Context: an optimization exercise on an open-source flow, tuned for small area, a short achievable clock period and few clock cycles per item. The choices shown serve that exercise and are no tape-out recipe. Where RTL was checked, it was by simulation tests only, not by an equivalence proof against the original. Power is estimated from default activity; no workload was simulated.

Setup of run 1:
==> module bpe_add, before the edit <==
module bpe_add #(parameter N = 32) (
    input  wire [N-1:0] a,
    input  wire [N-1:0] b,
    input  wire         ci,
    output wire [N-1:0] s,
    output wire         co
);
  localparam L = 6;           
  wire [N:0] g0 = {a & b, ci};
  wire [N:0] p0 = {a ^ b, 1'b0};
  wire [N:0] g [0:L];
  wire [N:0] p [0:L];
  assign g[0] = g0;
  assign p[0] = p0;
  genvar l, i;
  generate
    for (l = 0; l < L; l = l + 1) begin : g_lvl
      for (i = 0; i <= N; i = i + 1) begin : g_bit
        if ((i >> l) & 1) begin : g_node
          localparam integer J = ((i >> l) << l) - 1;
          assign g[l+1][i] = g[l][i] | (p[l][i] & g[l][J]);
          assign p[l+1][i] = p[l][i] & p[l][J];
        end else begin : g_pass
          assign g[l+1][i] = g[l][i];
          assign p[l+1][i] = p[l][i];
        end
      end
    end
  endgenerate
  assign s  = p0[N:1] ^ g[L][N-1:0];
  assign co = g[L][N];
endmodule
Settings: LEC_CHECK=0, CAP_MARGIN=20, CORE_MARGIN=2, CORE_UTILIZATION=40, SETUP_SLACK_MARGIN=4.5, SLEW_MARGIN=20; clock period 10.0 ns.
run.sh (not shown) runs the stock make flow with config.mk's settings and CLKGATE_MAP_FILE= SYNTH_SCRIPT=/design/flow/synth_recipe.tcl, a recipe that flattens the netlist after the stock synthesis.
Testbench counts of run 1, summed over its fixed seeds: cycles 39,462, commands 2,400.
--- input diff run 1..run 2 ---
-- flow/design.v --
<<< run 1, line 6
    output wire         co
);
  localparam L = 6;           
  wire [N:0] g0 = {a & b, ci};
  wire [N:0] p0 = {a ^ b, 1'b0};
>>> run 2, line 6
    output wire         co
);
  localparam L = $clog2(N + 1);
  wire [N:0] g0 = {a & b, ci};
  wire [N:0] p0 = {a ^ b, 1'b0};
## What came out
Run 2 did not stop at any stage, and its layout met the timing, DRC and antenna checks.
Diff run 2..run 1 | final period demand of the worst path | unchanged
As far as x dimension of the die goes, run 1 and run 2 are indistinguishable; the numbers are identical.
Compared with run 1, in run 2 area overhead of the layout relative to synthesis neither gained nor lost much; power essentially unchanged.
Via-per-instance ratio came out exactly the same in run 2 and run 1.
Cell-internal power: run 2 vs run 1 identical
Function not checked in run 2: the RTL went through the layout flow alone.

========
P:
Another version of the RTL of bpe (not shown whole).
For scale: ~130 I/O pins.
==> flow/design.v (excerpt) <==
module bpe (
    input  wire        clk,
    input  wire        rst,
    input  wire        reg_req,
    input  wire        reg_we,
    input  wire [5:0]  reg_addr,
    input  wire [31:0] reg_wdata,
    output reg  [31:0] reg_rdata,
    output wire        reg_ack,
    output wire        mem_req,
    output wire        mem_we,
    output wire [31:0] mem_addr,
    output wire [7:0]  mem_wdata,
    input  wire [7:0]  mem_rdata,
    input  wire        mem_ack,
    output wire        irq
);
Settings: LEC_CHECK=0, CAP_MARGIN=5, CORE_MARGIN=2, CORE_UTILIZATION=50, CTS_CLUSTER_DIAMETER=80, CTS_CLUSTER_SIZE=20, SETUP_SLACK_MARGIN=4.2, SLEW_MARGIN=5; clock period 10.0 ns.
standard.sh (not shown) runs the stock make flow with config.mk's settings and CLKGATE_MAP_FILE= SYNTH_SCRIPT=/design/flow/synth_recipe.tcl, a recipe that flattens the netlist after the stock synthesis.
==> flow/flow/run.sh <==
#!/bin/bash
# The standard layout, with plain buffers (not delay cells) on the ports.
set -euo pipefail
bash standard.sh BUFFER_PORTS_ARGS="-buffer_cell sky130_fd_sc_hd__buf_2" finish > flow_make.log 2>&1
Testbench counts of P, summed over its fixed seeds: cycles 39,462, commands 2,400.
Here is what was changed in the inputs of Q compared with P.
--- a/flow/design.v
+++ b/flow/design.v
@@ -91,30 +91,22 @@
   wire [5:0] w   = cmd[13:8];
   wire is_set  = (op == 4'd0);
   wire is_sset = (op == 4'd1);
   wire is_get  = (op == 4'd2);
   wire is_seq  = (op == 4'd1) | (op == 4'd4);
   wire is_copy = (op == 4'd5);
+  wire [5:0]  w_eff = busy ? w : reg_wdata[13:8];
   wire [31:0] s_end, d_end;
-  bpe_add #(32) u_send (.a(spos), .b({26'b0, w}), .ci(1'b0), .s(s_end), .co());
-  bpe_add #(32) u_dend (.a(dpos), .b({26'b0, w}), .ci(1'b0), .s(d_end), .co());
-  wire [5:0]  a_w = reg_wdata[13:8];
-  wire [34:0] sx  = {2'b0, slen, 3'b0};
-  wire [34:0] sy  = ~{3'b0, spos};
-  wire [34:0] dx  = {2'b0, dlen, 3'b0};
-  wire [34:0] dy  = ~{3'b0, dpos};
-  wire [34:0] z   = ~{29'b0, a_w};
-  wire [34:0] s_s = sx ^ sy ^ z;
-  wire [34:0] s_c = (sx & sy) | (sx & z) | (sy & z);
-  wire [34:0] d_s = dx ^ dy ^ z;
-  wire [34:0] d_c = (dx & dy) | (dx & z) | (dy & z);
-  wire [34:0] s_t, d_t;
-  bpe_add #(35) u_sb (.a(s_s), .b({s_c[33:0], 1'b1}), .ci(1'b1), .s(s_t), .co());
-  bpe_add #(35) u_db (.a(d_s), .b({d_c[33:0], 1'b1}), .ci(1'b1), .s(d_t), .co());
-  wire        s_oob = s_t[34];
-  wire        d_oob = d_t[34];
+  wire        s_end_c, d_end_c;
+  bpe_add #(32) u_send (.a(spos), .b({26'b0, w_eff}), .ci(1'b0), .s(s_end), .co(s_end_c));
+  bpe_add #(32) u_dend (.a(dpos), .b({26'b0, w_eff}), .ci(1'b0), .s(d_end), .co(d_end_c));
+  wire        s_ge, d_ge;
+  bpe_add #(33) u_sdif (.a({1'b0, slen, 3'b0}), .b(~{s_end_c, s_end}), .ci(1'b1), .s(), .co(s_ge));
+  bpe_add #(33) u_ddif (.a({1'b0, dlen, 3'b0}), .b(~{d_end_c, d_end}), .ci(1'b1), .s(), .co(d_ge));
+  wire        s_oob = ~s_ge;
+  wire        d_oob = ~d_ge;
   wire [3:0] a_op      = reg_wdata[3:0];
   wire       a_illegal = (reg_wdata[7:6] != 2'b0) || (reg_wdata[31:14] != 18'b0) || (a_op > 4'd5);
   wire       a_wbad    = (reg_wdata[13:8] > 6'd32);
   wire       a_w0      = (reg_wdata[13:8] == 6'd0);
   wire       a_src     = (a_op == 4'd2) | (a_op == 4'd5);
   wire       a_dst     = (a_op != 4'd2);
==> notes.md <==
Q — cell leakage power 7.7% lower, P as reference. In the reports for P and Q, the larger final wirelength belongs to P. Side by side, sequential fraction of total cell area turned out higher in Q than in P. The estimated power of Q ends up lower than the estimate for P. Between P and Q, shortest period the worst path allows increased. Power share of the clock group sits higher in Q than in P. Q vs P — global placement routability congestion climbed by a few percent. The final reports for Q and P show instance area after placement lower in the former. Cmp P and Q / mean area per synthesized cell / higher: Q. Going from P to Q, the met3 usage was found to have gone down by 3.7 points. Q vs P: fraction of power spent switching nets down.
Testbench counts of Q, summed over its fixed seeds: cycles 39,462, commands 2,400.

-- what the ideal ports hide --
Ports are ideal in the flow. The routed layouts listed here were re-timed in OpenROAD.
Step 1 sets driving cells, clkbuf_16 on the clock port and buf_2 on the other inputs (assumed; they add their load-dependent delay and slew).
Step 2, shift: input delay + t, output delay - t, t = (earliest + latest rising clock arrival at the registers) / 2. This alone moves slack from input paths to output paths.
Slacks: ideal ports / drivers / drivers and shift; pairs: ideal ports / drivers.
run	t (ns)	setup WS [ns]	hold slack, ns	clock arrival spread, ns	worst slew at a driven data input, ns
run 1	0.669	4.475 / 4.414 / 3.827	0.507 / 0.507 / 0.507	0.036 / 0.036	0.07
run 2	0.669	4.475 / 4.414 / 3.827	0.507 / 0.507 / 0.507	0.036 / 0.036	0.07
P	0.672	4.250 / 4.214 / 3.656	0.494 / 0.494 / 0.494	0.032 / 0.032	0.04
Q	0.657	4.212 / 4.159 / 3.642	0.522 / 0.522 / 0.522	0.022 / 0.023	0.07
After both steps setup and hold are still met in every run listed.
